This design comes from an exercise in tuning for small area, a short achievable clock period and few clock cycles on the open sky130 flow, not from production work. RTL that was checked went through simulation tests only; none was proved equivalent to the original. For run 7, only the layout was checked, not whether the RTL still works. Power is estimated from default activity; no workload was simulated.

$ cat flow/design.v
module bk_unpack (
    input  wire        clk,
    input  wire        rst,             
    input  wire        start,           
    input  wire [15:0] packed_size,
    input  wire [15:0] unpacked_size,
    input  wire [15:0] buf_len,
    output wire        idle,
    output reg         done,            
    output reg  [3:0]  status,
    output reg         mem_req,
    output reg         mem_we,
    output reg  [15:0] mem_addr,
    output wire [7:0]  mem_wdata,
    input  wire        mem_gnt,
    input  wire [7:0]  mem_rdata
);
    localparam [3:0] ST_OK        = 4'd0,
                     ST_CHECKSUM  = 4'd1,
                     ST_TRAILER   = 4'd3,
                     ST_BUFSMALL  = 4'd4,
                     ST_SIZE      = 4'd5,
                     ST_READBND   = 4'd6,
                     ST_WRITEBND  = 4'd7,
                     ST_REFBND    = 4'd8;
    localparam [5:0] PF_AT = 6'd8;
    localparam [2:0] S_IDLE = 3'd0,
                     S_TRL  = 3'd1,    
                     S_NORM = 3'd2,    
                     S_HDR  = 3'd3,    
                     S_H2   = 3'd4,    
                     S_LIT  = 3'd5,    
                     S_REF  = 3'd6,    
                     S_FIN  = 3'd7;    
    reg  [2:0]  st;
    reg  [15:0] rptr;      
    reg  [2:0]  pf_iss;    
    reg  [2:0]  nx_cnt;    
    reg  [31:0] nxt;
    reg  [31:0] chunk;
    reg  [31:0] crc;
    reg  [5:0]  pos;       
    reg         fresh;     
    reg         rrq;       
    reg         commit_d;  
    reg         f6_r;      
    reg         f7_r;      
    reg         hz_pre;    
    reg  [16:0] dst;       
    reg  [12:0] nmd;       
    reg  [1:0]  tw;        
    reg  [8:0]  cnt;       
    reg         x9;        
    reg  [11:0] off;
    reg         rfirst;
    reg  [2:0]  c3;        
    reg         c3v;
    reg  [7:0]  wd_q;      
    reg         wd_rd;     
    reg         rdv;       
    reg         rdk;       
    reg         op_pf;     
    assign idle = (st == S_IDLE);
    assign mem_wdata = wd_rd ? mem_rdata : wd_q;
    wire sfree    = ~mem_req | mem_gnt;
    wire acc      = mem_req & mem_gnt;
    wire pf_arr   = rdv & rdk;
    wire ref_rd   = mem_req & ~mem_we & ~op_pf;    
    wire ref_racc = ref_rd & mem_gnt;
    wire nx_valid = nx_cnt[2];
    wire rptr_ok  = |rptr[15:2];    
    wire [15:0] pf_addr = rptr + {14'h3fff, ~pf_iss[1:0]};    
    wire active   = (st != S_IDLE) && (st != S_FIN);
    wire pf_want  = active && !pf_iss[2] && ((pf_iss != 3'd0) || rptr_ok);
    wire exhausted = (pf_iss == 3'd0) && !rptr_ok;
    wire [46:0] w0  = {nxt[14:0], chunk};
    wire [30:0] w1s = pos[4] ? w0[46:16] : w0[30:0];
    wire [22:0] w2s = pos[3] ? w1s[30:8] : w1s[22:0];
    wire [18:0] w3s = pos[2] ? w2s[22:4] : w2s[18:0];
    wire [16:0] w4s = pos[1] ? w3s[18:2] : w3s[16:0];
    wire [15:0] w5s = pos[0] ? w4s[16:1] : w4s[15:0];
    wire [15:0] f   = pos[5] ? nxt[15:0] : w5s;
    wire [5:0] p1  = pos + 6'd1;
    wire [5:0] p5  = pos + 6'd5;
    wire [5:0] p8  = pos + 6'd8;
    wire [5:0] p10 = pos + 6'd10;
    wire [5:0] p11 = pos + 6'd11;
    wire [5:0] p12 = pos + 6'd12;
    wire [5:0] p13 = pos + 6'd13;
    wire x5  = pos > 6'd27;
    wire x8  = pos > 6'd24;
    wire x10 = pos > 6'd22;
    wire x11 = pos > 6'd21;
    wire x12 = pos > 6'd20;
    wire x13 = pos > 6'd19;
    reg  [5:0]  hp;        
    reg         hx;        
    reg  [1:0]  hkind;     
    reg  [8:0]  hcnt;
    reg  [11:0] hoff;
    reg  [2:0]  hc3;       
    always @* begin
        hoff = 12'd0;
        if (!c3[0]) begin
            if (!c3[1]) begin
                hp = p5;  hx = x5;  hkind = 2'd0; hcnt = {6'd0, f[2], f[3], f[4]};
                hc3 = f[7:5];
            end else begin
                hp = p10; hx = x10; hkind = 2'd1; hcnt = 9'd1;
                hoff = {4'd0, f[2], f[3], f[4], f[5], f[6], f[7], f[8], f[9]};
                hc3 = f[12:10];
            end
        end else begin
            case (c3[2:1])
            2'b00: begin
                hp = p12; hx = x12; hkind = 2'd1; hcnt = 9'd2;
                hoff = {3'd0, f[3], f[4], f[5], f[6], f[7], f[8], f[9], f[10], f[11]};
                hc3 = f[14:12];
            end
            2'b10: begin
                hp = p13; hx = x13; hkind = 2'd1; hcnt = 9'd3;
                hoff = {2'd0, f[3], f[4], f[5], f[6], f[7], f[8], f[9], f[10], f[11], f[12]};
                hc3 = f[15:13];
            end
            2'b01: begin
                hp = p11; hx = x11; hkind = 2'd2;
                hcnt = {1'b0, f[3], f[4], f[5], f[6], f[7], f[8], f[9], f[10]};
                hc3 = f[13:11];
            end
            default: begin
                hp = p11; hx = x11; hkind = 2'd0;
                hcnt = {1'b0, f[3], f[4], f[5], f[6], f[7], f[8], f[9], f[10]};
                hc3 = f[13:11];
            end
            endcase
        end
    end
    wire [5:0]  npos = (st == S_HDR) ? hp : (st == S_H2) ? p12 : p8;
    wire        xing = (st == S_HDR) ? hx : (st == S_H2) ? x12 : x8;
    wire [5:0]  pos_n = {npos[5] & ~xing, npos[4:0]};
    wire [2:0]  c3_n  = (st == S_HDR) ? hc3 : (st == S_H2) ? f[14:12] : f[10:8];
    wire        c3v_n = xing | nx_valid | ~(npos[5] | (npos[4:1] == 4'b1111));
    wire        pos30 = pos[5] | (pos[4:1] == 4'b1111);
    wire        c3_fill = (st == S_HDR) & ~dst[16] & ~c3v & (~pos30 | nx_valid);
    wire        sel_ra = (st == S_REF) & ~ref_rd;
    wire [17:0] sum_x  = {dst, 1'b1} + (sel_ra ? {5'd0, off, 1'b0} : {1'b1, ~rptr, 1'b1});
    wire [16:0] sum    = sum_x[17:1];
    wire        hz_now = sum[16];
    wire        cok     = nx_valid & (fresh | ~hz_pre);    
    wire        hz_stall = nx_valid & ~fresh & hz_pre;
    wire        dec_st  = (st == S_HDR) | (st == S_H2) | (st == S_LIT);
    wire        hdr_end = (st == S_HDR) & dst[16];         
    wire        pf_urgent = ~((st == S_HDR) | (st == S_H2) | (st == S_LIT) | (st == S_REF)) | (pos >= PF_AT);
    wire        pf_first  = pf_want & pf_urgent;
    wire        lit_slot = sfree & ~pf_first;
    wire        en_hdr  = (st == S_HDR) & ~dst[16] & c3v;
    wire        en_h2   = (st == S_H2);
    wire        en_lit  = (st == S_LIT) & ~dst[16] & lit_slot;
    wire        go_hdr  = en_hdr & (~hx | cok);
    wire        go_h2   = en_h2 & (~x12 | cok);
    wire        go_lit  = en_lit & (~x8 | cok);
    wire        go      = go_hdr | go_h2 | go_lit;          
    wire        commit  = (en_hdr & hx & cok) | (en_h2 & x12 & cok) | (en_lit & x8 & cok);
    wire        trl_take = (st == S_TRL) & nx_valid & ~commit_d & (tw[1] ^ tw[0]);
    wire        need_rr = dec_st & ~hdr_end & xing & hz_stall & ~rrq;
    wire        nobits  = (dec_st & ~hdr_end & xing & ~nx_valid & exhausted) |
                          ((st == S_HDR) & ~dst[16] & ~c3v & pos30 & ~nx_valid & exhausted);
    wire        lit_f7  = (st == S_LIT) & dst[16] & (~x8 | nx_valid);
    wire [7:0]  lbyte = {f[0], f[1], f[2], f[3], f[4], f[5], f[6], f[7]};
    wire        bnd_bad = ~nmd[12] & (off >= nmd[11:0]);
    wire        lit_go  = go_lit;
    wire        ref_w   = (st == S_REF) && ref_racc;
    wire        wr_go   = lit_go | ref_w;
    wire        ref_r   = (st == S_REF) & sfree & ~pf_first & ~ref_rd & ~(rfirst & bnd_bad) & ~dst[16];
    always @(posedge clk) begin
        if (rst) begin
            st      <= S_IDLE;
            done    <= 1'b0;
            status  <= ST_OK;
            mem_req <= 1'b0;
            mem_we  <= 1'b0;
            rdv     <= 1'b0;
            rrq     <= 1'b0;
            commit_d <= 1'b0;
            f6_r    <= 1'b0;
            f7_r    <= 1'b0;
        end else begin
            done   <= 1'b0;
            rdv    <= acc & ~mem_we;
            rdk    <= op_pf;
            if (!sel_ra) hz_pre <= hz_now;
            rrq    <= need_rr;
            f6_r   <= nobits & ~f6_r & ~f7_r;
            f7_r   <= lit_f7 & ~f6_r & ~f7_r;
            commit_d <= commit | trl_take;
            if (commit | trl_take) chunk <= nxt;
            if (commit_d) begin
                crc    <= crc ^ chunk;
                rptr   <= {rptr[15:2] - 14'd1, rptr[1:0]};
                nx_cnt <= 3'd0;
                pf_iss <= 3'd0;
                fresh  <= 1'b0;
            end
            if (rrq) begin
                c3v    <= 1'b0;
                pf_iss <= 3'd0;
                nx_cnt <= 3'd0;
                fresh  <= 1'b1;
            end
            if (acc) mem_req <= 1'b0;
            if (pf_arr) begin
                nxt    <= {mem_rdata, nxt[31:8]};
                nx_cnt <= nx_cnt + 3'd1;
            end
            if (mem_req && mem_we && wd_rd) begin
                wd_q  <= mem_rdata;
                wd_rd <= 1'b0;
            end
            if (sfree && pf_want && !ref_w && (pf_urgent || !(lit_go || ref_r))) begin
                mem_req  <= 1'b1;
                mem_we   <= 1'b0;
                mem_addr <= pf_addr;
                op_pf    <= 1'b1;
                pf_iss   <= pf_iss + 3'd1;
            end
            if (wr_go) begin
                mem_req  <= 1'b1;
                mem_we   <= 1'b1;
                mem_addr <= dst[15:0];
                op_pf    <= 1'b0;
                wd_rd    <= ref_w;
                dst      <= dst - 17'd1;
                cnt      <= cnt - 9'd1;
                if (!nmd[12]) nmd <= nmd + 13'd1;
                if (cnt == 9'd0) begin
                    if (x9) begin
                        cnt <= 9'd7;
                        x9  <= 1'b0;
                    end else begin
                        st  <= S_HDR;
                    end
                end
            end
            case (st)
            S_IDLE: begin
                mem_req <= 1'b0;
                if (start) begin
                    if (packed_size < 16'd12) begin
                        status <= ST_TRAILER;
                        done   <= 1'b1;
                    end else if (packed_size > buf_len || unpacked_size > buf_len) begin
                        status <= ST_BUFSMALL;
                        done   <= 1'b1;
                    end else begin
                        rptr   <= packed_size;
                        pf_iss <= 3'd0;
                        nx_cnt <= 3'd0;
                        dst    <= {1'b0, unpacked_size};
                        crc    <= 32'd0;
                        tw     <= 2'd0;
                        fresh  <= 1'b0;
                        st     <= S_TRL;
                    end
                end
            end
            S_TRL: begin
                if (nx_valid && !commit_d) begin
                    tw <= tw + 2'd1;
                    if (tw == 2'd0) begin
                        nx_cnt <= 3'd0;
                        pf_iss <= 3'd0;
                        rptr   <= {rptr[15:2] - 14'd1, rptr[1:0]};
                        if (nxt != {15'd0, dst}) begin
                            status  <= ST_SIZE;
                            done    <= 1'b1;
                            mem_req <= 1'b0;
                            st      <= S_IDLE;
                        end
                    end else if (tw == 2'd2) begin
                        pos   <= 6'd0;
                        dst   <= dst - 17'd1;
                        nmd   <= 13'd1;
                        c3v   <= 1'b0;
                        st    <= S_NORM;
                    end
                end
            end
            S_NORM: begin
                if (pos[5]) begin
                    st <= S_HDR;
                end else begin
                    chunk <= {chunk[30:0], 1'b0};
                    pos   <= p1;
                    if (chunk[31]) st <= S_HDR;
                end
            end
            S_HDR, S_H2, S_LIT: begin
                if (hdr_end) begin
                    st <= S_FIN;
                end else if (f6_r | f7_r) begin
                    status  <= f6_r ? ST_READBND : ST_WRITEBND;
                    done    <= 1'b1;
                    mem_req <= 1'b0;
                    st      <= S_IDLE;
                end
                if (c3_fill) begin
                    c3  <= f[2:0];
                    c3v <= 1'b1;
                end
                if (go) begin
                    pos <= pos_n;
                    c3  <= c3_n;
                    c3v <= c3v_n;
                    if (st == S_HDR) begin
                        cnt    <= hcnt;
                        x9     <= &c3;
                        off    <= hoff;
                        rfirst <= 1'b1;
                        st     <= (hkind == 2'd0) ? S_LIT : (hkind == 2'd1) ? S_REF : S_H2;
                    end else if (st == S_H2) begin
                        off <= {f[0], f[1], f[2], f[3], f[4], f[5], f[6], f[7], f[8], f[9], f[10], f[11]};
                        st  <= S_REF;
                    end else begin
                        wd_q <= lbyte;
                    end
                end
            end
            S_REF: begin
                if (rfirst && bnd_bad) begin
                    status  <= ST_REFBND;
                    done    <= 1'b1;
                    mem_req <= 1'b0;
                    st      <= S_IDLE;
                end else if (dst[16] && !ref_rd) begin
                    status  <= ST_WRITEBND;
                    done    <= 1'b1;
                    mem_req <= 1'b0;
                    st      <= S_IDLE;
                end else begin
                    rfirst <= 1'b0;
                    if (ref_r) begin
                        mem_req  <= 1'b1;
                        mem_we   <= 1'b0;
                        mem_addr <= sum[15:0];
                        op_pf    <= 1'b0;
                    end
                end
            end
            S_FIN: begin
                if (!(mem_req && mem_we && !mem_gnt)) begin
                    status  <= (crc != 32'd0) ? ST_CHECKSUM : ST_OK;
                    done    <= 1'b1;
                    mem_req <= 1'b0;
                    st      <= S_IDLE;
                end
            end
            default: st <= S_IDLE;
            endcase
        end
    end
endmodule
$ cat flow/constraint.sdc
create_clock -name core_clock -period 6.0 [get_ports {clk}]
set_input_delay 1.2000 -clock core_clock [delete_from_list [all_inputs] [get_ports {clk}]]
set_output_delay 1.2000 -clock core_clock [all_outputs]
set_load 0.01 [all_outputs]
$ cat flow/config.mk
export PLATFORM = sky130hd
export DESIGN_NAME = bk_unpack
export DESIGN_NICKNAME = bk_unpack
export VERILOG_FILES = /design/flow/design.v
export SDC_FILE = /design/flow/constraint.sdc
export NUM_CORES = 4
export LEC_CHECK = 0
export CAP_MARGIN = 20
export CORE_MARGIN = 2
export CORE_UTILIZATION = 65
export SETUP_SLACK_MARGIN = 2.7
export SLEW_MARGIN = 20
$ cat flow/flow/run.sh
#!/bin/bash
# Layout: the standard ORFS flow (standard.sh, unchanged synthesis and
# steps), with the port buffers that global placement inserts made
# sky130_fd_sc_hd__buf_1 cells instead of the default pick. Every input and
# output port still gets its own buffer. make's output goes to
# standard_flow.log; each ORFS step keeps its own log under orfs/logs/.
set -euo pipefail
export BUFFER_PORTS_ARGS="-buffer_cell sky130_fd_sc_hd__buf_1"
bash ./standard.sh > standard_flow.log 2>&1
$ cat flow/standard.sh
#!/bin/bash
# synth_recipe.tcl (not shown) runs the flow's synth.tcl, then flattens the netlist and writes it again
# the make line also repeats each setting of config.mk as NAME=value (left out here)
make -C /OpenROAD-flow-scripts/flow DESIGN_CONFIG=/design/flow/config.mk WORK_HOME=/design/flow/orfs CLKGATE_MAP_FILE= SYNTH_SCRIPT=/design/flow/synth_recipe.tcl "${@:-finish}"
==> results of run 1 <==
layer usage:
layer / up-vias / wire, um / share of wire [%]
met5: - / 0 / 0
met4: 0 / 2700 / 4.8
met3: 237 / 7349 / 13
met2: 1211 / 24550 / 44
met1: 7435 / 21560 / 38
li1: 6820 / - / -
synthesized netlist by cell type, drive strengths merged (5+ instances only):
master / instances
nand2b: 10
o21a: 8
ha: 90
o31ai: 6
or3: 17
edfxtp: 212
buf: 17
xor2: 64
nand3: 26
nand4: 15
a311oi: 8
and3: 17
a21oi: 97
and2: 12
nor4: 28
o221ai: 10
o22ai: 16
o211ai: 23
a221oi: 8
nand3b: 6
xnor2: 47
o211a: 7
nor2b: 16
clkbuf: 75
nor3b: 16
a31oi: 18
a21o: 18
mux2: 32
o21ai: 97
a211oi: 17
a21boi: 8
a221o: 10
dfxtp: 15
inv: 75
mux2i: 60
nor3: 49
nand2: 206
or2: 5
a22oi: 13
nor2: 186
mux4: 31
through the flow:
step | setup slack (ns) | instances | hold slack (ns) | total power (W) | utilization, %
3_5_place_dp | 1.508 | 2106 | 0.4710 | 0.002786 | 69.53
6_report | 2.482 | 2241 | 0.4901 | 0.004696 | 79.69
3_3_place_gp | 1.651 | 2106 | 0.4717 | 0.002765 | 69.53
5_1_grt | 2.429 | 2241 | 0.5105 | 0.004826 | 79.69
4_1_cts | 2.529 | 2192 | 0.4904 | 0.004501 | 75.60
2_1_floorplan | 2.023 | 1756 | 0.4496 | 0.002558 | -
final cells by class:
| cell class | instances | area, sq um | area share, % |
|---|---|---|---|
| Multi-Input combinational cell | 1363 | 10330 | 51.48 |
| Tap cell | 330 | 412.9 | 2.057 |
| Clock buffer | 31 | 690.7 | 3.442 |
| Clock inverter | 18 | 196.4 | 0.9789 |
| Timing Repair Buffer | 194 | 1428 | 7.114 |
| Sequential cell | 227 | 6676 | 33.27 |
| Inverter | 78 | 332.8 | 1.658 |
path summary, 6_finish.rpt:
| path | startpoint | to | slack, ns | cells past startpoint |
|---|---|---|---|---|
| min reg2reg | nxt[30] | nxt[22] | 0.49 | 0 |
| min | nxt[30] | nxt[22] | 0.49 | 0 |
| max reg2reg | dst[0] | dst[16] | 2.48 | 10 |
| max | dst[0] | dst[16] | 2.48 | 10 |
sequential cells by signal, summed over array words and instances (netlist names), 2 cells and up:
signal / cells
cnt: 9
pos: 6
nx_cnt: 3
st: 3
nxt: 32
tw: 2
pf_iss: 3
c3: 3
dst: 17
status: 4
mem_addr: 16
off: 12
nmd: 13
rptr: 16
chunk: 32
crc: 32
wd_q: 8
power by group through the flow:
stage	clock network, W	registers, W	logic (W)
6_report	0.00168	0.00202	0.000999
5_1_grt	0.00174	0.00202	0.00107
4_1_cts	0.00167	0.00200	0.000830
3_5_place_dp	0	0.00204	0.000748
3_3_place_gp	0	0.00204	0.000727
2_1_floorplan	0	0.00197	0.000588
cell families (layout without fill, tap and decap cells):
family                     after synthesis  in the layout  share of synthesized area [%]
muxes                                  123            123                          9.930
xor gates and xnor gates               111            111                          5.819
AOI/OAI and AO/OA                      401            402                          15.64
DFF                                    227            227                          39.90
adders and majority gates               93             93                          7.100
and+or+nand+nor                        631            634                          17.68
buffers and inverters                  170            321                          3.924
repair_timing:
item / CTS / global route
hold endpoints to repair: 0 / 0
pin swaps: 22 / 40
setup buffers: 32 / 42
gates cloned: 5 / 7
resized for setup: 79 / 136
setup endpoints to repair: 184 / 158
==> impl_metrics.csv, run 1 <==
group,metric,value,unit
outcome,status,"finished clean",
setup_path,max_stage_delay,0.49,ns
grt,grt_pass1_vias,14530,
pwr,seqPwrFrac,42.9,%
grt,grt_max_degree,155,
logic_synthesis,syn-num-nets,1909,
sta,clock.fmax,284.3,MHz
place,gp_congestion,1.031,
logic_synthesis,synth_top_cell_by_area,"edfxtp_1",
sta,skew,0.02185,ns
logic_synthesis,syn_area,0.01671,sq mm
place,placed_cell_area,0.01751,sq mm
sta,hold_viol_final,0,
grt,grt_pass1_wl,82300,um
grt,met1_usage,56.15,%
setup_path,path_cells,"inv_2 > ha_4 > or3b_4 > or3_4 > or4b_4 > or3_4 > or3_4 > or3_4 > or3_4 > o311ai_2",
final_layout,final_common_cell,"edfxtp_1",
clock_tree,cts_tree,"built",
pwr,ir_drop,221.9,uV
final_layout,drive_gt1_share,20.30,%
grt,overflow,0,
setup_path,crit_fanout,2,
setup_path,arrival,3.90,ns
setup_path,required,6.38,ns
setup_path,start_kind,"flip-flop",
pwr,clkPwrFrac,35.8,%
logic_synthesis,syn_avg_cell_area,9.514,sq um
pwr,p_switching,0.001386,W
final_layout,syn_to_final_growth,20.12,%
floorplan,die_h,164.3,um
pwr,power.leakage,7.606,nW
final_layout,filler_cell_count,1617,
setup_path,slowest_stage,"or4b_4",
grt,grt-busiest-layer,"met2",
floorplan,core-area,0.02518,sq mm
final_layout,nets,2044,
clock_tree,cts_buffers,27,
routing,drt_iter0_drc,2605,
floorplan,initial_core_util,66.35,%
logic_synthesis,ys_seq_area_share,39.90,%
routing,drt_first_pass_iters,9,
setup_path,crit_type,"reg2reg",
logic_synthesis,synth_area_leaders,"edfxtp_1 (38%), ha_1 (6.7%), nand2_1 (4.6%)",
sta,maxSlewHeadroom,21.70,%
logic_synthesis,synth_edf_count,212,
job,cap_violations,0,
floorplan,dieArea,0.02700,sq mm
floorplan,rows,58,
setup_path,critical-path-top-delay-family,"simple AND/OR/NAND/NOR gates",
place,dp_hpwl,37080,um
grt,antenna_found_initial,0,
setup_path,end_kind,"flip-flop",
sta,finalSetupViolations,0,
grt,grt_usage,39.67,%
final_layout,layout_common_cells,"edfxtp_1 (212), nand2_1 (201), nor2_1 (144), buf_1 (87), a21oi_1 (86)",
grt,use_met2,60.00,%
routing,wl_per_cell,25.06,um
final_layout,n_antenna_cell,0,
logic_synthesis,synth.ff_latch_count,227,
clock_tree,clockBufferDepth,3,
floorplan,die_w,164.3,um
pwr,power_density,234.0,mW/mm^2
pwr,switching_share,29.51,%
grt,grt_util_met3,8.131,%
clock_tree,htreeDepth,1,
logic_synthesis,synth_ff_type,"edfxtp_1",
sta,fin_crit,3.518,ns
setup_path,cpMostUsedCell,"or3_4",
sta,rsz0062_at_grt,"true",
sta,slew_violations,0,
logic_synthesis,yosysUniqueCellTypes,77,
clock_tree,cts_root_buffer,"clkbuf_16",
final_layout,fin_area,0.02007,sq mm
sta,period_share,58.63,%
routing,vias,15700,
logic_synthesis,yosysWarnings,1,
clock_tree,clkLatencyLatePin,0.56,ns
place,port-buffer-count,91,
routing,via_per_inst,7.007,
routing,wirelength,56160,um
clock_tree,cts_hold_buffers,0,
logic_synthesis,postSynth.asyncResetShare,0,%
clock_tree,cts.reportedPaths.clkPinSlew,0.06,ns
logic_synthesis,synth_cells,1756,
routing,drc,0,
routing,ant_nets,0,
clock_tree,clock-sinks,227,
pwr,internal-power,0.003310,W
floorplan,io_pins,92,
setup_path,path_buf_inv,1,
pwr,pwr-share-comb,21.3,%
min_path,hp-class,"reg2reg",
sta,setup-tns-final,0,ns
logic_synthesis,synth_top_area_share,38.10,%
sta,worst_pin_slew,1.174,ns
Testbench counts, summed over its fixed seeds: cycles 118,040.
==> inputs of run 2 (changes only) <==
--- a/flow/config.mk
+++ b/flow/config.mk
@@ -8,5 +8,5 @@
 export CAP_MARGIN = 20
 export CORE_MARGIN = 2
 export CORE_UTILIZATION = 65
-export SETUP_SLACK_MARGIN = 2.7
+export SETUP_SLACK_MARGIN = 2.2
 export SLEW_MARGIN = 20
==> run 2 against run 1 <==
Clock power fell by 4%. Highest routed layer unchanged. Still clean. Combinational power down 24%. Non-clock buffer count is 68 lower.
==> impl_metrics.csv, run 2 <==
group,metric,value,unit
outcome,status,"finished clean",
clock_tree,cts.reportedPaths.clkPinSlew,0.06,ns
clock_tree,clkLatencyLatePin,0.56,ns
place,gp_congestion,1.014,
floorplan,rows,58,
final_layout,reg_top3,"chunk: 32 flops, crc: 32 flops, nxt: 32 flops",
floorplan,io_pins,92,
sta,period_share,61.92,%
floorplan,dieArea,0.02700,sq mm
logic_synthesis,syn_area,0.01671,sq mm
final_layout,final_common_cell,"edfxtp_1",
routing,via_per_inst,6.774,
logic_synthesis,syn-num-nets,1909,
routing,vias,14690,
logic_synthesis,synth_area_leaders,"edfxtp_1 (38%), ha_1 (6.7%), nand2_1 (4.6%)",
grt,antenna_found_initial,0,
setup_path,start_kind,"flip-flop",
setup_path,arrival,3.99,ns
sta,finalSetupViolations,0,
job,cap_violations,0,
min_path,hp-class,"reg2reg",
sta,rsz0062_at_grt,"true",
clock_tree,cts_buffers,26,
routing,drt_first_pass_iters,6,
logic_synthesis,postSynth.asyncResetShare,0,%
setup_path,required,6.28,ns
logic_synthesis,synth.ff_latch_count,227,
logic_synthesis,syn_avg_cell_area,9.514,sq um
routing,wirelength,51020,um
final_layout,nets,1972,
clock_tree,cts_hold_buffers,0,
setup_path,crit_fanout,12,
floorplan,initial_core_util,66.35,%
sta,worst_pin_slew,1.108,ns
logic_synthesis,synth_ff_type,"edfxtp_1",
final_layout,layout_common_cells,"edfxtp_1 (212), nand2_1 (203), nor2_1 (183), a21oi_1 (93), buf_1 (91)",
grt,grt_usage,37.66,%
sta,maxSlewHeadroom,26.14,%
sta,slew_violations,0,
clock_tree,cts_root_buffer,"clkbuf_16",
clock_tree,clockBufferDepth,3,
grt,overflow,0,
setup_path,crit_type,"reg2reg",
final_layout,syn_to_final_growth,9.848,%
sta,fin_crit,3.715,ns
grt,grt_max_degree,72,
sta,skew,0.02420,ns
routing,wl_per_cell,23.53,um
grt,grt_pass1_wl,77790,um
pwr,ir_drop,231.2,uV
place,dp_hpwl,37450,um
clock_tree,htreeDepth,1,
clock_tree,cts_tree,"built",
routing,ant_nets,0,
pwr,power.leakage,6.996,nW
sta,hold_viol_final,0,
floorplan,core-area,0.02518,sq mm
logic_synthesis,ys_seq_area_share,39.90,%
final_layout,n_antenna_cell,0,
logic_synthesis,synth_top_area_share,38.10,%
sta,setup-tns-final,0,ns
floorplan,die_w,164.3,um
setup_path,end_kind,"flip-flop",
logic_synthesis,synth_cells,1756,
grt,grt_pass1_vias,13860,
final_layout,layout.cells.non_filler,2168,
place,port-buffer-count,91,
logic_synthesis,yosysUniqueCellTypes,77,
routing,drt_iter0_drc,2104,
logic_synthesis,yosysWarnings,1,
pwr,power_density,238.5,mW/mm^2
sta,clock.fmax,269.2,MHz
logic_synthesis,synth_edf_count,212,
clock_tree,clock-sinks,227,
logic_synthesis,yosysMostFrequentCell,"edfxtp_1",
place,dp.cells,2109,
routing,drc,0,
final_layout,drive_gt1_share,9.684,%
logic_synthesis,synth_top_cell_by_area,"edfxtp_1",
logic_synthesis,ys_top_cells_by_count,"edfxtp_1 (212), nand2_1 (206), nor2_1 (186)",
floorplan,die_h,164.3,um
run 2: worst max-delay path: stages (launching register included):
cell and delay [ns]:
dfxtp_1 0.45, or3b_4 0.48, nand2_4 0.16, inv_2 0.14
a21boi_1 0.22, inv_1 0.08, fa_1 0.40, nor2b_1 0.19
o2111ai_1 0.18, a31oi_2 0.27, a31oi_1 0.15, a211o_1 0.29
o21ai_0 0.23, xnor2_1 0.15, a21boi_1 0.08
run 2: final timing paths:
kind	start	slack, ns	depth (start not counted)	to
worst max-delay path	mem_req	2.28	14	mem_addr[15]
worst min-delay path	nxt[29]	0.49	0	nxt[21]
worst max register to register	mem_req	2.28	14	mem_addr[15]
worst min register to register	nxt[29]	0.49	0	nxt[21]
run 2: report_power, final:
part	internal, W	switching (W)	leakage, nW
clock	0.000926	0.000682	0.404
combinational	0.000328	0.000431	4.43
sequential	0.00186	0.000146	2.16
run 2: cell families after synthesis:
| group | after synthesis | share of synthesized area, % |
|---|---|---|
| flops | 227 | 39.90 |
| xor+xnor | 111 | 5.819 |
| buf+inv | 170 | 3.924 |
| mux | 123 | 9.930 |
| fa+ha+maj | 93 | 7.100 |
| compound gates | 401 | 15.64 |
| simple gates | 631 | 17.68 |
run 2: what timing repair did:
| item | CTS | global route |
|---|---|---|
| pin swaps | 0 | 3 |
| cloned | 0 | 1 |
| gates resized for setup | 13 | 16 |
| endpoints found under the setup margin | 43 | 88 |
| setup buffers | 0 | 10 |
run 2: cell type report:
cell class | count | area [sq um]
Multi-Input combinational cell | 1360 | 9498
Timing Repair Buffer | 126 | 625.6
Clock inverter | 16 | 173.9
Fill cell | 1832 | 6829
Tap cell | 330 | 412.9
Inverter | 78 | 300.3
Sequential cell | 227 | 6673
Clock buffer | 31 | 669.4
run 2: stage by stage:
| step | power [W] | cell area (sq um) | hold WS (ns) | util (%) | setup slack, ns |
|---|---|---|---|---|---|
| 6_report | 0.004376 | 18350 | 0.4861 | 72.88 | 2.285 |
| 5_1_grt | 0.004521 | 18350 | 0.5108 | 72.88 | 2.111 |
| 4_1_cts | 0.004339 | 18180 | 0.4825 | 72.21 | 2.087 |
| 3_5_place_dp | 0.002757 | 17300 | 0.4661 | 68.72 | 1.507 |
| 3_3_place_gp | 0.002734 | 17300 | 0.4654 | 68.70 | 1.607 |
| 2_1_floorplan | 0.002526 | 16730 | 0.4496 | - | 2.023 |
run 2: routing by layer:
metal | part of all wire (%) | vias to the layer above | global-route usage [%] | wire [um]
li1 | - | 6674 | - | -
met1 | 40 | 6912 | 52.74 | 20250
met2 | 43 | 972 | 55.74 | 21970
met3 | 13 | 129 | 10.35 | 6855
met4 | 3.8 | 0 | 14.55 | 1946
met5 | 0 | - | 0 | 0
==> inputs of run 3 (changes only) <==
--- a/flow/config.mk
+++ b/flow/config.mk
@@ -8,5 +8,6 @@
 export CAP_MARGIN = 20
 export CORE_MARGIN = 2
 export CORE_UTILIZATION = 65
+export CTS_BUF_LIST = sky130_fd_sc_hd__clkbuf_4 sky130_fd_sc_hd__clkbuf_8
 export SETUP_SLACK_MARGIN = 2.2
 export SLEW_MARGIN = 20
==> run 3 against run 2 <==
Wire length decreased by 0.70%. Synthesized area unchanged. Final cell count is 1.2% higher. Sequential power about the same. Cell area down 0.26%. Combinational power is essentially flat. Clock-buffer cell count rose by 22. Clock power shrank 8%. Die area unchanged. Critical endpoint unchanged.
==> impl_metrics.csv, run 3 <==
group,metric,value,unit
sta,slew_violations,0,
floorplan,rows,58,
sta,worst_pin_slew,1.102,ns
min_path,hp-class,"reg2reg",
grt,grt_max_degree,72,
place,dp_hpwl,37450,um
clock_tree,cts_root_buffer,"clkbuf_8",
place,placed_cell_area,0.01730,sq mm
final_layout,drive_gt1_share,10.95,%
final_layout,final_common_cell,"edfxtp_1",
logic_synthesis,syn_area,0.01671,sq mm
routing,drt_first_pass_iters,6,
routing,drt_iter0_drc,2311,
place,port-buffer-count,91,
logic_synthesis,synth_area_leaders,"edfxtp_1 (38%), ha_1 (6.7%), nand2_1 (4.6%)",
logic_synthesis,synth_top_cell_by_area,"edfxtp_1",
clock_tree,clkLatencyLatePin,0.57,ns
logic_synthesis,yosysUniqueCellTypes,77,
grt,grt_usage,37.57,%
logic_synthesis,synth_cells,1756,
pwr,finalPower,0.004251,W
routing,via_per_inst,6.710,
logic_synthesis,ys_top_cells_by_count,"edfxtp_1 (212), nand2_1 (206), nor2_1 (186)",
routing,wl_per_cell,23.10,um
sta,period_share,61.70,%
floorplan,initial_core_util,66.35,%
sta,finalSetupViolations,0,
clock_tree,clock-sinks,227,
grt,overflow,0,
routing,vias,14720,
pwr,ir_drop,217.9,uV
final_layout,multi_input_area,0.009503,sq mm
final_layout,layout_common_cells,"edfxtp_1 (212), nand2_1 (203), nor2_1 (183), a21oi_1 (93), buf_1 (91)",
final_layout,reg_top3,"chunk: 32 flops, crc: 32 flops, nxt: 32 flops",
job,cap_violations,0,
final_layout,fin_area,0.01831,sq mm
routing,wirelength,50670,um
clock_tree,htreeDepth,2,
pwr,power_density,232.2,mW/mm^2
logic_synthesis,ys_seq_area_share,39.90,%
floorplan,die_w,164.3,um
clock_tree,clockBufferDepth,3,
clock_tree,cts_tree,"built",
sta,clock.fmax,270.1,MHz
logic_synthesis,synth.ff_latch_count,227,
place,post-place-ws,1.507,ns
floorplan,dieArea,0.02700,sq mm
grt,grt_pass1_vias,13900,
final_layout,n_antenna_cell,0,
logic_synthesis,synth_edf_count,212,
sta,hold_viol_final,0,
floorplan,die_h,164.3,um
routing,drc,0,
sta,setup-tns-final,0,ns
final_layout,seqCellArea,0.006673,sq mm
logic_synthesis,syn_avg_cell_area,9.514,sq um
floorplan,io_pins,92,
routing,ant_nets,0,
logic_synthesis,yosysWarnings,1,
clock_tree,cts.reportedPaths.clkPinSlew,0.07,ns
clock_tree,cts_buffers,41,
final_layout,syn_to_final_growth,9.564,%
setup_path,crit_type,"reg2reg",
place,gp_congestion,1.014,
sta,layout_setup_ws,2.298,ns
sta,skew,0.02997,ns
setup_path,start_kind,"flip-flop",
grt,antenna_found_initial,0,
pwr,power.leakage,7.013,nW
logic_synthesis,postSynth.asyncResetShare,0,%
setup_path,end_kind,"flip-flop",
outcome,status,"finished clean",
final_layout,filler_cell_count,1824,
clock_tree,cts_hold_buffers,0,
setup_path,required,6.29,ns
setup_path,arrival,4.00,ns
grt,grt_pass1_wl,77390,um
final_layout,nets,1986,
logic_synthesis,syn-num-nets,1909,
logic_synthesis,yosysMostFrequentCell,"edfxtp_1",
sta,rsz0062_at_grt,"true",
logic_synthesis,synth_ff_type,"edfxtp_1",
sta,fin_crit,3.702,ns
floorplan,core-area,0.02518,sq mm
setup_path,crit_fanout,12,
sta,maxSlewHeadroom,26.51,%
logic_synthesis,synth_top_area_share,38.10,%
==> run 3: cell count changes in the layout (fill, tap and decap cells not counted), moves of 2 or more <==
cell	delta
clkbuf_1	-5
clkinvlp_4	-2
clkbuf_8	+45
clkbuf_4	+8
clkbuf_16	-26
bufinv_16	-2
clkinv_1	+5
clkinv_2	+2
==> run 3: report_power, final <==
| part | switching [W] | leakage, nW | internal [W] |
|---|---|---|---|
| Combinational | 0.000434 | 4.42 | 0.000327 |
| Clock | 0.000687 | 0.432 | 0.000792 |
| Sequential | 0.000146 | 2.16 | 0.00187 |
==> run 3: path summary, 6_finish.rpt <==
path              startpoint           end  slack, ns  cells past startpoint
setup / recovery     mem_req  mem_addr[15]       2.30                     14
hold / removal       nxt[23]       nxt[15]       0.48                      0
setup reg to reg     mem_req  mem_addr[15]       2.30                     14
hold reg to reg      nxt[23]       nxt[15]       0.48                      0
==> run 3: cell type report <==
cell class              count  area share, %
clock buffers              53          3.712
flip-flops and latches    227          36.45
multi-input cells        1360          51.91
repair buffers            125          3.267
inverters                  78          1.640
clock inverters            20         0.7587
well taps                 330          2.256
==> run 3: kinds of logic (layout without fill, tap and decap cells) <==
logic type | Yosys count | after routing | share of synthesized area [%]
AOI/OAI and AO/OA | 401 | 401 | 15.64
xor gates and xnor gates | 111 | 111 | 5.819
adders and majority gates | 93 | 93 | 7.100
buffers and inverters | 170 | 276 | 3.924
DFF | 227 | 227 | 39.90
muxes | 123 | 123 | 9.930
and+or+nand+nor | 631 | 632 | 17.68
==> run 3: stage by stage <==
stage,util (%),hold WS (ns),cells
after floorplan,-,0.4496,1756
after global placement,68.70,0.4654,2108
final,72.69,0.4811,2193
after detailed placement,68.72,0.4661,2109
after global routing,72.69,0.5098,2193
after CTS,72.09,0.4759,2182
==> run 3: repair_timing <==
action                                  4_1_cts  5_1_grt
buffers inserted                              0       10
cloned                                        0        1
endpoints found under the setup margin       29       90
resized for setup                            11       18
endpoints found under the hold margin         0        0
pin swaps                                     0        3
==> run 3: metal layers <==
layer	global-route usage, %	part of all wire, %	vias up	wire length (um)
met2	55.52	43	946	21840
li1	-	-	6696	-
met4	15.07	3.9	0	1977
met5	0	0	-	0
met1	52.33	40	6918	20340
met3	10.53	13	155	6514
==> run 3: worst max-delay path, cell delays in order (launching register included) <==
cell	delay [ns]
dfxtp_1	0.43
or3b_4	0.47
nand2_4	0.16
inv_2	0.14
a21boi_1	0.22
inv_1	0.08
fa_1	0.40
nor2b_1	0.19
o2111ai_1	0.18
a31oi_2	0.27
a31oi_1	0.15
a211o_1	0.29
o21ai_0	0.21
xnor2_1	0.15
a21boi_1	0.08
==> inputs of run 4 (changes only) <==
--- a/flow/config.mk
+++ b/flow/config.mk
@@ -8,6 +8,7 @@
 export CAP_MARGIN = 20
 export CORE_MARGIN = 2
 export CORE_UTILIZATION = 65
-export CTS_BUF_LIST = sky130_fd_sc_hd__clkbuf_4 sky130_fd_sc_hd__clkbuf_8
+export CTS_BUF_LIST = sky130_fd_sc_hd__clkbuf_8
+export CTS_CLUSTER_SIZE = 40
 export SETUP_SLACK_MARGIN = 2.2
 export SLEW_MARGIN = 20
==> run 4 against run 3 <==
Global-route usage is essentially flat. Sequential power is essentially flat. Flip-flop and latch count unchanged. Synthesized area is the same. Sequential share of layout area rose by 0.060 points. Via count fell by 0.15%. Final cell count is the same. Critical endpoint unchanged. Largest cell class unchanged. Highest routed layer unchanged.
==> impl_metrics.csv, run 4 <==
group,metric,value,unit
sta,skew,0.03015,ns
sta,fin_crit,3.711,ns
setup_path,critical-path-top-delay-family,"compound AO/OA/AOI/OAI gates",
setup_path,path_buf_inv,2,
setup_path,endpoint,"mem_addr[15]",
logic_synthesis,synth_ff_type,"edfxtp_1",
clock_tree,cts.reportedPaths.clkPinSlew,0.06,ns
sta,period_share,61.85,%
grt,grt_max_degree,72,
final_layout,nets,1986,
final_layout,layout_common_cells,"edfxtp_1 (212), nand2_1 (203), nor2_1 (183), a21oi_1 (93), buf_1 (91)",
pwr,internal-power,0.002934,W
setup_path,r2r-end,"mem_addr[15]",
grt,antenna_found_initial,0,
pwr,power_density,230.1,mW/mm^2
sta,clock.fmax,269.5,MHz
floorplan,die_h,164.3,um
logic_synthesis,yosysUniqueCellTypes,77,
logic_synthesis,syn-num-nets,1909,
clock_tree,cts_tree,"built",
setup_path,crit_start,"op_pf",
setup_path,reg2reg_depth,14,
routing,ant_nets,0,
final_layout,final_common_cell,"edfxtp_1",
setup_path,arrival,4.00,ns
job,cap_violations,0,
routing,drt_first_pass_iters,6,
floorplan,die_w,164.3,um
logic_synthesis,postSynth.asyncResetShare,0,%
min_path,hp-class,"reg2reg",
setup_path,start_kind,"flip-flop",
routing,drc,0,
sta,maxSlewHeadroom,26.42,%
grt,met1_usage,52.26,%
sta,slew_violations,0,
sta,hold_viol_final,0,
outcome,status,"finished clean",
setup_path,cpMostUsedCell,"a21boi_1",
final_layout,syn_to_final_growth,9.383,%
logic_synthesis,synth.ff_latch_count,227,
setup_path,max_stage_delay,0.46,ns
clock_tree,clockBufferDepth,3,
setup_path,end_kind,"flip-flop",
setup_path,slowest_stage,"or3b_4",
setup_path,reg2reg_from,"op_pf",
floorplan,core-area,0.02518,sq mm
floorplan,io_pins,92,
logic_synthesis,synth_top_area_share,38.10,%
pwr,seqPwrFrac,47.8,%
routing,via_per_inst,6.700,
pwr,pwr-share-comb,18.1,%
min_path,holdCritStartpoint,"nxt[23]",
place,dp_hpwl,37450,um
clock_tree,cts_buffers,41,
setup_path,crit_fanout,12,
pwr,switching_share,30.23,%
grt,grt_pass1_vias,13900,
clock_tree,cts_root_buffer,"clkbuf_8",
grt,overflow,0,
routing,wl_per_cell,23.17,um
setup_path,path_cells,"or3b_4 > nand2_4 > inv_2 > a21boi_1 > inv_1 > fa_1 > nor2b_1 > o2111ai_1 > a31oi_2 > a31oi_1 > a211o_1 > o21ai_0 > xnor2_1 > a21boi_1",
grt,grt_pass1_wl,77340,um
logic_synthesis,synth_area_leaders,"edfxtp_1 (38%), ha_1 (6.7%), nand2_1 (4.6%)",
clock_tree,clock-sinks,227,
setup_path,regToRegSetupSlack,2.29,ns
setup_path,crit_type,"reg2reg",
logic_synthesis,yosysWarnings,1,
final_layout,fin_util,72.57,%
logic_synthesis,ys_top_cells_by_count,"edfxtp_1 (212), nand2_1 (206), nor2_1 (186)",
floorplan,rows,58,
logic_synthesis,synth_edf_count,212,
sta,worst_pin_slew,1.104,ns
clock_tree,clkLatencyLatePin,0.58,ns
routing,drt_iter0_drc,2466,
setup_path,required,6.29,ns
routing,wirelength,50820,um
logic_synthesis,ys_seq_area_share,39.90,%
grt,grt_usage,37.56,%
sta,setup-tns-final,0,ns
clock_tree,htreeDepth,2,
logic_synthesis,synth_top_cell_by_area,"edfxtp_1",
pwr,clkPwrFrac,34.1,%
logic_synthesis,yosysMostFrequentCell,"edfxtp_1",
pwr,ir_drop,217.8,uV
logic_synthesis,synth_cells,1756,
final_layout,reg_top3,"chunk: 32 flops, crc: 32 flops, nxt: 32 flops",
place,port-buffer-count,91,
place,gp_congestion,1.014,
grt,grt-busiest-layer,"met2",
floorplan,initial_core_util,66.35,%
floorplan,dieArea,0.02700,sq mm
logic_synthesis,syn_area,0.01671,sq mm
final_layout,drive_gt1_share,10.52,%
sta,rsz0062_at_grt,"true",
grt,grt_util_met3,10.43,%
pwr,p_switching,0.001271,W
logic_synthesis,syn_avg_cell_area,9.514,sq um
clock_tree,cts_hold_buffers,0,
pwr,power.leakage,7.018,nW
setup_path,cp.depth,14,
sta,finalSetupViolations,0,
final_layout,n_antenna_cell,0,
routing,vias,14690,
grt,use_met2,55.63,%
==> run 4: through the flow <==
step	hold WS [ns]	cells	instance area, sq um	power [W]	setup slack (ns)
4_1_cts	0.4759	2182	18120	0.004166	2.064
3_5_place_dp	0.4661	2109	17300	0.002757	1.507
5_1_grt	0.5098	2193	18280	0.004349	2.086
3_3_place_gp	0.4654	2108	17300	0.002734	1.607
6_report	0.4839	2193	18280	0.004205	2.289
2_1_floorplan	0.4496	1756	16730	0.002526	2.023
==> run 4: cell families (layout without fill, tap and decap cells) <==
group / count (synthesis) / count (layout) / synth area share, %
compound gates: 401 / 401 / 15.64
flops: 227 / 227 / 39.90
simple gates: 631 / 632 / 17.68
buf+inv: 170 / 276 / 3.924
xor+xnor: 111 / 111 / 5.819
mux: 123 / 123 / 9.930
fa+ha+maj: 93 / 93 / 7.100
==> run 4: worst min-delay path by stage <==
stage / endpoint / slack [ns] / depth (start not counted)
after floorplan: nxt[12] / 0.45 / 0
after global placement: nxt[15] / 0.47 / 0
after detailed placement: nxt[15] / 0.47 / 0
after CTS: nxt[15] / 0.48 / 0
after global routing: nxt[15] / 0.51 / 0
final: nxt[15] / 0.48 / 0
==> run 4: worst register-to-register path, cell delays in order (launching register included) <==
cell	delay, ns
edfxtp_1	0.44
or3b_4	0.46
nand2_4	0.16
inv_2	0.14
a21boi_1	0.23
inv_1	0.08
fa_1	0.40
nor2b_1	0.19
o2111ai_1	0.19
a31oi_2	0.27
a31oi_1	0.15
a211o_1	0.29
o21ai_0	0.21
xnor2_1	0.15
a21boi_1	0.08
==> run 4: repair_timing <==
action                                  in CTS  in global routing
gates cloned                                 0                  1
endpoints found under the setup margin      29                 90
endpoints found under the hold margin        0                  0
setup buffers                                0                 10
pin swaps                                    0                  3
resized for setup                           11                 18
==> run 4: metal layers <==
layer | vias to the layer above | part of all wire (%)
li1 | 6689 | -
met1 | 6920 | 40
met2 | 930 | 43
met3 | 154 | 13
met4 | 0 | 4.0
met5 | - | 0
==> run 4: cell type report <==
type	count	area [sq um]
multi-input cells	1360	9503
well taps	330	412.9
fillers	1830	6907
flip-flops and latches	227	6673
clock inverters	28	168.9
repair buffers	125	598.1
inverters	78	300.3
clock buffers	45	619.3
==> run 4: power groups by stage <==
stage               clock network (W)  logic (W)  registers, W
detailed placement                  0   0.000720       0.00204
CTS                           0.00143   0.000728       0.00201
floorplan                           0   0.000558       0.00197
global route                  0.00149   0.000838       0.00202
global placement                    0   0.000701       0.00203
finish                        0.00143   0.000762       0.00201
==> inputs of run 5 (changes only) <==
--- a/flow/config.mk
+++ b/flow/config.mk
@@ -10,5 +10,6 @@
 export CORE_UTILIZATION = 65
 export CTS_BUF_LIST = sky130_fd_sc_hd__clkbuf_8
 export CTS_CLUSTER_SIZE = 40
+export PLACE_DENSITY = 0.75
 export SETUP_SLACK_MARGIN = 2.2
 export SLEW_MARGIN = 20
==> run 5 against run 4 <==
Die area stayed put. Register-to-register slack worse by 0.04 ns. Fmax decreased by 1.0%. Clock-buffer cell count fell by 2. Flip-flop and latch count is the same. Sequential power about the same. Critical path type unchanged. Critical endpoint is now pos[4]. Largest power group unchanged.
==> impl_metrics.csv, run 5 <==
group,metric,value,unit
sta,skew,0.02247,ns
logic_synthesis,ys_seq_area_share,39.90,%
place,dp_hpwl,36970,um
logic_synthesis,synth_cells,1756,
outcome,status,"finished clean",
logic_synthesis,synth_ff_type,"edfxtp_1",
sta,period_share,62.48,%
final_layout,syn_to_final_growth,9.257,%
final_layout,seqCellArea,0.006676,sq mm
routing,drt_first_pass_iters,6,
grt,antenna_found_initial,0,
logic_synthesis,syn_area,0.01671,sq mm
setup_path,max_stage_delay,0.79,ns
sta,worst_pin_slew,1.008,ns
routing,drt_iter0_drc,2268,
place,gp_congestion,0.9847,
setup_path,critical-path-top-delay-family,"simple AND/OR/NAND/NOR gates",
routing,wirelength,51340,um
logic_synthesis,yosysMostFrequentCell,"edfxtp_1",
final_layout,nets,1989,
pwr,power_density,227.7,mW/mm^2
final_layout,layout.cells.non_filler,2197,
place,post-place-ws,1.467,ns
setup_path,start_kind,"flip-flop",
logic_synthesis,synth_top_cell_by_area,"edfxtp_1",
pwr,ir_drop,249.1,uV
routing,ant_nets,0,
floorplan,io_pins,92,
sta,slew_violations,0,
sta,layout_setup_ws,2.251,ns
final_layout,reg_top3,"chunk: 32 flops, crc: 32 flops, nxt: 32 flops",
final_layout,multi_input_area,0.009482,sq mm
logic_synthesis,syn_avg_cell_area,9.514,sq um
sta,finalSetupViolations,0,
logic_synthesis,ys_top_cells_by_count,"edfxtp_1 (212), nand2_1 (206), nor2_1 (186)",
clock_tree,clkLatencyLatePin,0.58,ns
routing,drc,0,
setup_path,crit_type,"reg2reg",
floorplan,die_h,164.3,um
final_layout,final_common_cell,"edfxtp_1",
floorplan,initial_core_util,66.35,%
grt,grt_max_degree,114,
setup_path,end_kind,"flip-flop",
clock_tree,cts_buffers,41,
sta,fin_crit,3.749,ns
final_layout,drive_gt1_share,10.50,%
clock_tree,cts_root_buffer,"clkbuf_8",
clock_tree,cts.reportedPaths.clkPinSlew,0.07,ns
final_layout,n_antenna_cell,0,
place,port-buffer-count,91,
clock_tree,cts_hold_buffers,0,
setup_path,required,6.20,ns
setup_path,path_buf_inv,1,
logic_synthesis,yosysWarnings,1,
routing,via_per_inst,6.701,
logic_synthesis,synth_area_leaders,"edfxtp_1 (38%), ha_1 (6.7%), nand2_1 (4.6%)",
logic_synthesis,yosysUniqueCellTypes,77,
floorplan,core-area,0.02518,sq mm
setup_path,slowest_stage,"and3b_1",
floorplan,dieArea,0.02700,sq mm
routing,wl_per_cell,23.37,um
min_path,hp-class,"reg2reg",
logic_synthesis,postSynth.asyncResetShare,0,%
floorplan,rows,58,
grt,grt_pass1_vias,13960,
clock_tree,clock-sinks,227,
logic_synthesis,syn-num-nets,1909,
logic_synthesis,synth_top_area_share,38.10,%
setup_path,arrival,3.95,ns
sta,maxSlewHeadroom,32.82,%
final_layout,layout_common_cells,"edfxtp_1 (212), nand2_1 (205), nor2_1 (183), a21oi_1 (93), buf_1 (91)",
clock_tree,cts_tree,"built",
sta,setup-tns-final,0,ns
sta,hold_ws,0.4805,ns
clock_tree,htreeDepth,2,
logic_synthesis,synth_edf_count,212,
logic_synthesis,synth.ff_latch_count,227,
pwr,power.leakage,7.016,nW
place,dp.cells,2108,
sta,rsz0062_at_grt,"true",
sta,hold_viol_final,0,
routing,vias,14720,
setup_path,path_cells,"and3b_1 > o211a_1 > o31a_1 > nand2_1 > buf_4 > nand3_1 > nor3_1 > a211oi_1",
final_layout,filler_cell_count,1933,
job,cap_violations,0,
clock_tree,clockBufferDepth,3,
grt,overflow,0,
sta,clock.fmax,266.8,MHz
grt,grt_pass1_wl,79140,um
floorplan,die_w,164.3,um
grt,grt_usage,38.32,%
setup_path,crit_fanout,22,
==> run 5: cell count changes in the layout (fill, tap and decap cells not counted), moves of 2 or more <==
cell and delta:
clkbuf_8 -2, clkinv_2 +2, inv_1 +2, nand2_1 +2
==> run 5: timing repair <==
action | in CTS | in global routing
resized for setup | 13 | 14
buffers inserted | 3 | 11
pin swaps | 1 | 1
endpoints found under the setup margin | 118 | 82
cloned | 1 | 0
==> run 5: area by class of cell <==
| cell class | instances | share of cell area [%] |
|---|---|---|
| Multi-Input combinational cell | 1360 | 51.94 |
| Sequential cell | 227 | 36.58 |
| Timing Repair Buffer | 128 | 3.475 |
| Clock buffer | 43 | 3.242 |
| Tap cell | 330 | 2.262 |
| Inverter | 78 | 1.666 |
| Clock inverter | 31 | 0.8362 |
==> run 5: through the flow <==
| step | power (W) | area, sq um | util (%) |
|---|---|---|---|
| after global routing | 0.004311 | 18250 | 72.49 |
| after global placement | 0.002739 | 17300 | 68.69 |
| after floorplan | 0.002526 | 16730 | - |
| after CTS | 0.004118 | 18120 | 71.98 |
| after detailed placement | 0.002763 | 17310 | 68.73 |
| final | 0.004157 | 18250 | 72.49 |
==> run 5: worst paths after layout <==
check             startpoint  endpoint  slack [ns]  cells past startpoint
hold / removal       nxt[31]   nxt[23]        0.48                      0
setup / recovery       st[0]    pos[4]        2.25                      8
setup reg to reg       st[0]    pos[4]        2.25                      8
hold reg to reg      nxt[31]   nxt[23]        0.48                      0
==> run 5: routing by layer <==
layer	wire length, um	GRT usage (%)	vias up
met4	2309	15.39	0
li1	-	-	6704
met1	20830	55.29	6878
met3	6483	9.167	182
met5	0	0	-
met2	21720	55.59	958
==> run 5: kinds of logic (layout without fill, tap and decap cells) <==
group / Yosys count / count (layout) / share of synthesized area (%)
adder cells (fa/ha/maj): 93 / 93 / 7.100
AO/OA/AOI/OAI: 401 / 401 / 15.64
multiplexers: 123 / 123 / 9.930
flip-flops: 227 / 227 / 39.90
AND/OR/NAND/NOR: 631 / 632 / 17.68
buffers and inverters: 170 / 280 / 3.924
XOR/XNOR: 111 / 111 / 5.819
==> run 5: power by group <==
| part | internal, W | total, W | switching, W | leakage, nW |
|---|---|---|---|---|
| logic | 0.000330 | 0.000766 | 0.000437 | 4.42 |
| registers | 0.00186 | 0.00201 | 0.000146 | 2.16 |
| clock network | 0.000675 | 0.00138 | 0.000705 | 0.429 |
==> inputs of run 6 (changes only) <==
--- a/flow/config.mk
+++ b/flow/config.mk
@@ -10,6 +10,6 @@
 export CORE_UTILIZATION = 65
 export CTS_BUF_LIST = sky130_fd_sc_hd__clkbuf_8
 export CTS_CLUSTER_SIZE = 40
-export PLACE_DENSITY = 0.75
+export PLACE_DENSITY = 0.45
 export SETUP_SLACK_MARGIN = 2.2
 export SLEW_MARGIN = 20
==> run 6 against run 5 <==
Still clean. Synthesized area unchanged. First-iteration DRC count increased by 8.7%. Fmax is 1.0% higher. Critical path type unchanged. Total power up 1.2%. Largest cell class unchanged. Cell area is 0.12% higher. Via count down 0.20%.
==> impl_metrics.csv, run 6 <==
group,metric,value,unit
pwr,internal-power,0.002934,W
setup_path,cpMostUsedCell,"a21boi_1",
setup_path,required,6.29,ns
logic_synthesis,synth_top_cell_by_area,"edfxtp_1",
final_layout,reg_top3,"chunk: 32 flops, crc: 32 flops, nxt: 32 flops",
sta,slew_violations,0,
sta,fin_crit,3.711,ns
place,dp.cells,2109,
setup_path,path_buf_inv,2,
floorplan,core-area,0.02518,sq mm
sta,clock.fmax,269.5,MHz
final_layout,drive_gt1_share,10.52,%
sta,worst_pin_slew,1.104,ns
grt,grt-busiest-layer,"met2",
sta,skew,0.03015,ns
place,port-buffer-count,91,
grt,grt_max_degree,72,
pwr,power.leakage,7.018,nW
place,dp_hpwl,37450,um
routing,wirelength,50820,um
logic_synthesis,yosysWarnings,1,
clock_tree,clockBufferDepth,3,
setup_path,max_stage_delay,0.46,ns
logic_synthesis,yosysMostFrequentCell,"edfxtp_1",
sta,rsz0062_at_grt,"true",
logic_synthesis,synth_cells,1756,
floorplan,rows,58,
grt,overflow,0,
final_layout,n_antenna_cell,0,
clock_tree,cts_root_buffer,"clkbuf_8",
grt,use_met2,55.63,%
sta,maxSlewHeadroom,26.42,%
pwr,p_switching,0.001271,W
setup_path,slowest_stage,"or3b_4",
logic_synthesis,synth.ff_latch_count,227,
outcome,status,"finished clean",
grt,grt_util_met3,10.43,%
setup_path,crit_fanout,12,
floorplan,initial_core_util,66.35,%
pwr,switching_share,30.23,%
sta,setup-tns-final,0,ns
routing,vias,14690,
clock_tree,cts_tree,"built",
clock_tree,htreeDepth,2,
floorplan,die_h,164.3,um
logic_synthesis,syn_avg_cell_area,9.514,sq um
routing,wl_per_cell,23.17,um
logic_synthesis,yosysUniqueCellTypes,77,
final_layout,layout_common_cells,"edfxtp_1 (212), nand2_1 (203), nor2_1 (183), a21oi_1 (93), buf_1 (91)",
floorplan,io_pins,92,
grt,grt_pass1_vias,13900,
routing,ant_nets,0,
routing,via_per_inst,6.700,
clock_tree,cts_buffers,41,
clock_tree,clkLatencyLatePin,0.58,ns
job,cap_violations,0,
clock_tree,cts_hold_buffers,0,
pwr,clkPwrFrac,34.1,%
clock_tree,clock-sinks,227,
logic_synthesis,synth_ff_type,"edfxtp_1",
min_path,hp-class,"reg2reg",
setup_path,start_kind,"flip-flop",
grt,grt_usage,37.56,%
final_layout,layout.cells.non_filler,2193,
pwr,pwr-share-comb,18.1,%
setup_path,path_cells,"or3b_4 > nand2_4 > inv_2 > a21boi_1 > inv_1 > fa_1 > nor2b_1 > o2111ai_1 > a31oi_2 > a31oi_1 > a211o_1 > o21ai_0 > xnor2_1 > a21boi_1",
logic_synthesis,synth_area_leaders,"edfxtp_1 (38%), ha_1 (6.7%), nand2_1 (4.6%)",
logic_synthesis,syn_area,0.01671,sq mm
logic_synthesis,ys_seq_area_share,39.90,%
sta,finalSetupViolations,0,
logic_synthesis,synth_edf_count,212,
pwr,power_density,230.1,mW/mm^2
routing,drc,0,
logic_synthesis,synth_top_area_share,38.10,%
grt,antenna_found_initial,0,
final_layout,syn_to_final_growth,9.383,%
setup_path,crit_type,"reg2reg",
logic_synthesis,ys_top_cells_by_count,"edfxtp_1 (212), nand2_1 (206), nor2_1 (186)",
grt,grt_pass1_wl,77340,um
routing,drt_iter0_drc,2466,
setup_path,critical-path-top-delay-family,"compound AO/OA/AOI/OAI gates",
logic_synthesis,postSynth.asyncResetShare,0,%
setup_path,arrival,4.00,ns
routing,drt_first_pass_iters,6,
pwr,seqPwrFrac,47.8,%
grt,met1_usage,52.26,%
setup_path,end_kind,"flip-flop",
sta,hold_viol_final,0,
floorplan,die_w,164.3,um
clock_tree,cts.reportedPaths.clkPinSlew,0.06,ns
place,gp_congestion,1.014,
logic_synthesis,syn-num-nets,1909,
final_layout,final_common_cell,"edfxtp_1",
pwr,ir_drop,217.8,uV
sta,period_share,61.85,%
final_layout,nets,1986,
floorplan,dieArea,0.02700,sq mm
==> run 6: cell families (layout without fill, tap and decap cells) <==
| group | Yosys count | in the layout | share of synthesized area, % |
|---|---|---|---|
| AND/OR/NAND/NOR | 631 | 632 | 17.68 |
| buffers and inverters | 170 | 276 | 3.924 |
| adder cells (fa/ha/maj) | 93 | 93 | 7.100 |
| multiplexers | 123 | 123 | 9.930 |
| XOR/XNOR | 111 | 111 | 5.819 |
| flip-flops | 227 | 227 | 39.90 |
| AO/OA/AOI/OAI | 401 | 401 | 15.64 |
==> run 6: area by class of cell <==
| type | instances | area [sq um] |
|---|---|---|
| multi-input cells | 1360 | 9503 |
| well taps | 330 | 412.9 |
| flip-flops and latches | 227 | 6673 |
| clock inverters | 28 | 168.9 |
| repair buffers | 125 | 598.1 |
| clock buffers | 45 | 619.3 |
| fillers | 1830 | 6907 |
| inverters | 78 | 300.3 |
==> run 6: path summary, 6_finish.rpt <==
path	from	to	slack, ns	cells past startpoint
worst max-delay path	op_pf	mem_addr[15]	2.29	14
worst min-delay path	nxt[23]	nxt[15]	0.48	0
worst max register to register	op_pf	mem_addr[15]	2.29	14
worst min register to register	nxt[23]	nxt[15]	0.48	0
==> run 6: repair_timing <==
action,CTS,global route
resized for setup,11,18
pin swaps,0,3
setup endpoints to repair,29,90
cloned,0,1
buffers inserted,0,10
==> run 6: through the flow <==
stage	utilization [%]	hold slack [ns]	setup WS [ns]	power, W	instance area [sq um]
2_1_floorplan	-	0.4496	2.023	0.002526	16730
3_3_place_gp	68.70	0.4654	1.607	0.002734	17300
3_5_place_dp	68.72	0.4661	1.507	0.002757	17300
4_1_cts	71.97	0.4759	2.064	0.004166	18120
5_1_grt	72.57	0.5098	2.086	0.004349	18280
6_report	72.57	0.4839	2.289	0.004205	18280
==> run 6: metal layers <==
metal	up-vias	part of all wire (%)	wire length [um]
met5	-	0	0
met4	0	4.0	2049
met3	154	13	6519
met2	930	43	21890
met1	6920	40	20360
li1	6689	-	-
==> run 6: power groups by stage <==
stage	Sequential [W]	Combinational [W]	Clock, W
after floorplan	0.00197	0.000558	0
after global placement	0.00203	0.000701	0
after detailed placement	0.00204	0.000720	0
after CTS	0.00201	0.000728	0.00143
after global routing	0.00202	0.000838	0.00149
final	0.00201	0.000762	0.00143
==> inputs of run 7 (changes only) <==
--- a/flow/design.v
+++ b/flow/design.v
@@ -142,10 +142,8 @@
     wire        c3v_n = xing | nx_valid | ~(npos[5] | (npos[4:1] == 4'b1111));
     wire        pos30 = pos[5] | (pos[4:1] == 4'b1111);
     wire        c3_fill = (st == S_HDR) & ~dst[16] & ~c3v & (~pos30 | nx_valid);
-    wire        sel_ra = (st == S_REF) & ~ref_rd;
-    wire [17:0] sum_x  = {dst, 1'b1} + (sel_ra ? {5'd0, off, 1'b0} : {1'b1, ~rptr, 1'b1});
-    wire [16:0] sum    = sum_x[17:1];
-    wire        hz_now = sum[16];
+    wire [16:0] sum    = dst + {5'd0, off};                
+    wire        hz_now = $signed(dst) < $signed({1'b0, rptr});
     wire        cok     = nx_valid & (fresh | ~hz_pre);    
     wire        hz_stall = nx_valid & ~fresh & hz_pre;
     wire        dec_st  = (st == S_HDR) | (st == S_H2) | (st == S_LIT);
@@ -188,7 +186,7 @@
             done   <= 1'b0;
             rdv    <= acc & ~mem_we;
             rdk    <= op_pf;
-            if (!sel_ra) hz_pre <= hz_now;
+            hz_pre <= hz_now;
             rrq    <= need_rr;
             f6_r   <= nobits & ~f6_r & ~f7_r;
             f7_r   <= lit_f7 & ~f6_r & ~f7_r;
--- a/flow/config.mk
+++ b/flow/config.mk
@@ -8,8 +8,5 @@
 export CAP_MARGIN = 20
 export CORE_MARGIN = 2
 export CORE_UTILIZATION = 65
-export CTS_BUF_LIST = sky130_fd_sc_hd__clkbuf_8
-export CTS_CLUSTER_SIZE = 40
-export PLACE_DENSITY = 0.45
 export SETUP_SLACK_MARGIN = 2.2
 export SLEW_MARGIN = 20
==> run 7 against run 6 <==
Still clean on timing, DRC and antenna. Combinational power shrank 3%. Global-route usage rose by 0.65 points. Clock power is 11% higher. Clock-buffer cell count shrank 11. Hold slack gained 0.016 ns. Synthesized cell count fell by 1.4%. Critical path type unchanged. Largest cell class unchanged. Largest power group unchanged.
==> impl_metrics.csv, run 7 <==
group,metric,value,unit
setup_path,cpMostUsedCell,"nand2b_1",
logic_synthesis,syn_area,0.01689,sq mm
setup_path,end_kind,"flip-flop",
sta,finalSetupViolations,0,
place,port-buffer-count,91,
logic_synthesis,synth_edf_count,212,
floorplan,dieArea,0.02728,sq mm
logic_synthesis,synthAdderAreaFrac,7.839,%
final_layout,drive_gt1_share,10.00,%
sta,slew_violations,0,
logic_synthesis,synth.ff_latch_count,227,
routing,drc,0,
setup_path,arrival,3.94,ns
floorplan,die_h,165.2,um
sta,period_share,61.25,%
logic_synthesis,postSynth.asyncResetShare,0,%
setup_path,reg2reg_from,"c3[1]",
final_layout,reg_top3,"chunk: 32 flops, crc: 32 flops, nxt: 32 flops",
setup_path,crit_type,"reg2reg",
pwr,ir_drop,294.2,uV
sta,fin_crit,3.675,ns
routing,drt_first_pass_iters,7,
grt,antenna_found_initial,0,
pwr,pwr-share-comb,16.9,%
grt,overflow,0,
setup_path,crit_start,"c3[1]",
clock_tree,cts_root_buffer,"clkbuf_16",
clock_tree,clockBufferDepth,3,
outcome,status,"finished clean",
setup_path,start_kind,"flip-flop",
routing,ant_nets,0,
logic_synthesis,syn_avg_cell_area,9.755,sq um
final_layout,seqCellArea,0.006670,sq mm
logic_synthesis,synth_ff_type,"edfxtp_1",
clock_tree,clock-sinks,227,
final_layout,layout_common_cells,"edfxtp_1 (212), nand2_1 (191), nor2_1 (171), o21ai_0 (116), ha_1 (101)",
logic_synthesis,synth_cells,1731,
sta,worst_pin_slew,1.029,ns
min_path,hp-class,"reg2reg",
pwr,internal-power,0.003143,W
floorplan,initial_core_util,66.67,%
place,gp_congestion,0.9867,
routing,vias,15020,
final_layout,nets,1964,
logic_synthesis,yosysMostFrequentCell,"edfxtp_1",
sta,rsz0062_at_grt,"false",
logic_synthesis,synth_xor_area_share,4.979,%
sta,skew,0.01447,ns
sta,hold_viol_final,0,
final_layout,n_antenna_cell,0,
place,dp_hpwl,37330,um
grt,grt_max_degree,111,
logic_synthesis,synth_top_area_share,37.70,%
setup_path,endpoint,"c3v",
logic_synthesis,syn-num-nets,1895,
pwr,power.leakage,6.534,nW
pwr,p_switching,0.001251,W
logic_synthesis,yosysWarnings,1,
final_layout,multi_input_area,0.009617,sq mm
pwr,clkPwrFrac,36.3,%
logic_synthesis,synth_top_family_by_area,"simple AND/OR/NAND/NOR gates",
logic_synthesis,ys_top_cells_by_count,"edfxtp_1 (212), nand2_1 (191), nor2_1 (173)",
logic_synthesis,synth_area_leaders,"edfxtp_1 (38%), ha_1 (7.5%), mux4_2 (5.9%)",
final_layout,filler_cell_count,1891,
sta,maxSlewHeadroom,31.14,%
routing,wl_per_cell,24.31,um
place,post-place-ws,1.562,ns
logic_synthesis,synth_top_cell_by_area,"edfxtp_1",
routing,via_per_inst,6.985,
routing,wirelength,52260,um
clock_tree,cts_buffers,26,
run 7: power groups by stage:
stage / registers [W] / logic, W / clock network (W)
2_1_floorplan: 0.00200 / 0.000541 / 0
3_3_place_gp: 0.00207 / 0.000688 / 0
3_5_place_dp: 0.00208 / 0.000711 / 0
4_1_cts: 0.00205 / 0.000722 / 0.00160
5_1_grt: 0.00207 / 0.000817 / 0.00166
6_report: 0.00206 / 0.000742 / 0.00159
run 7: metal layers:
layer	GRT usage, %	routed length, um
met1	49.44	19650
met2	61.95	24330
met3	6.244	5247
met4	20.36	3029
met5	0	0
run 7: stage by stage:
step	hold slack [ns]	instance area, sq um
after floorplan	0.4501	16920
after global placement	0.4838	17490
after detailed placement	0.4877	17490
after CTS	0.4986	18400
after global routing	0.5024	18500
final	0.4998	18500
run 7: kinds of logic after synthesis:
logic type               Yosys count
XOR/XNOR                          96
AO/OA/AOI/OAI                    419
flip-flops                       227
buffers and inverters            169
adder cells (fa/ha/maj)          104
AND/OR/NAND/NOR                  580
multiplexers                     136
run 7: worst min path at each step:
stage | startpoint | end | slack, ns | cells past startpoint
after floorplan | nxt[20] | nxt[12] | 0.45 | 0
after global placement | nxt[22] | nxt[14] | 0.48 | 0
after detailed placement | nxt[30] | nxt[22] | 0.49 | 0
after CTS | nxt[17] | nxt[9] | 0.50 | 0
after global routing | nxt[17] | nxt[9] | 0.50 | 0
final | status[2] | status[2] | 0.50 | 2
run 7: critical path: cells and delay by family (launching register included):
family / cells / cell delay (ns)
flip-flops: 1 / 0.66
AND/OR/NAND/NOR: 3 / 0.85
AO/OA/AOI/OAI: 6 / 1.22
adder cells (fa/ha/maj): 1 / 0.49
buffers and inverters: 1 / 0.18
run 7: what timing repair did:
action | 4_1_cts | 5_1_grt
cloned | 1 | 0
pin swaps | 1 | 0
setup endpoints to repair | 87 | 93
resized for setup | 5 | 11
hold buffers | 0 | 0
buffers inserted | 5 | 8
run 7: area by class of cell:
class,instances,share of cell area (%)
inverters,81,1.684
well taps,330,2.232
flip-flops and latches,227,36.05
clock buffers,34,3.794
repair buffers,128,3.496
multi-input cells,1336,51.98
clock inverters,14,0.7642

## afterwards: timing with drivers on the ports
The flow's constraints put no driver on any port. The routed layouts listed below were extracted and timed again, unchanged, in two steps.
Step 1: set_driving_cell puts a clkbuf_16 on clk and a buf_2 on each other input, an assumption about the parent block.
Step 2, shift: input delay + t, output delay - t, t = (earliest + latest rising clock arrival at the registers) / 2. This alone moves slack from input paths to output paths.
Slacks: ideal ports / drivers / drivers and shift; pairs: ideal ports / drivers.
run | t, ns | setup slack, ns
run 1 | 0.599 | 2.482 / 2.482 / 2.025
run 2 | 0.601 | 2.285 / 2.285 / 1.865
run 3 | 0.606 | 2.298 / 2.298 / 1.839
run 4 | 0.606 | 2.289 / 2.289 / 1.852
run 5 | 0.617 | 2.251 / 2.251 / 1.703
run 6 | 0.606 | 2.289 / 2.289 / 1.852
run 7 | 0.587 | 2.325 / 2.325 / 1.864
After both steps setup and hold are still met in every run listed.
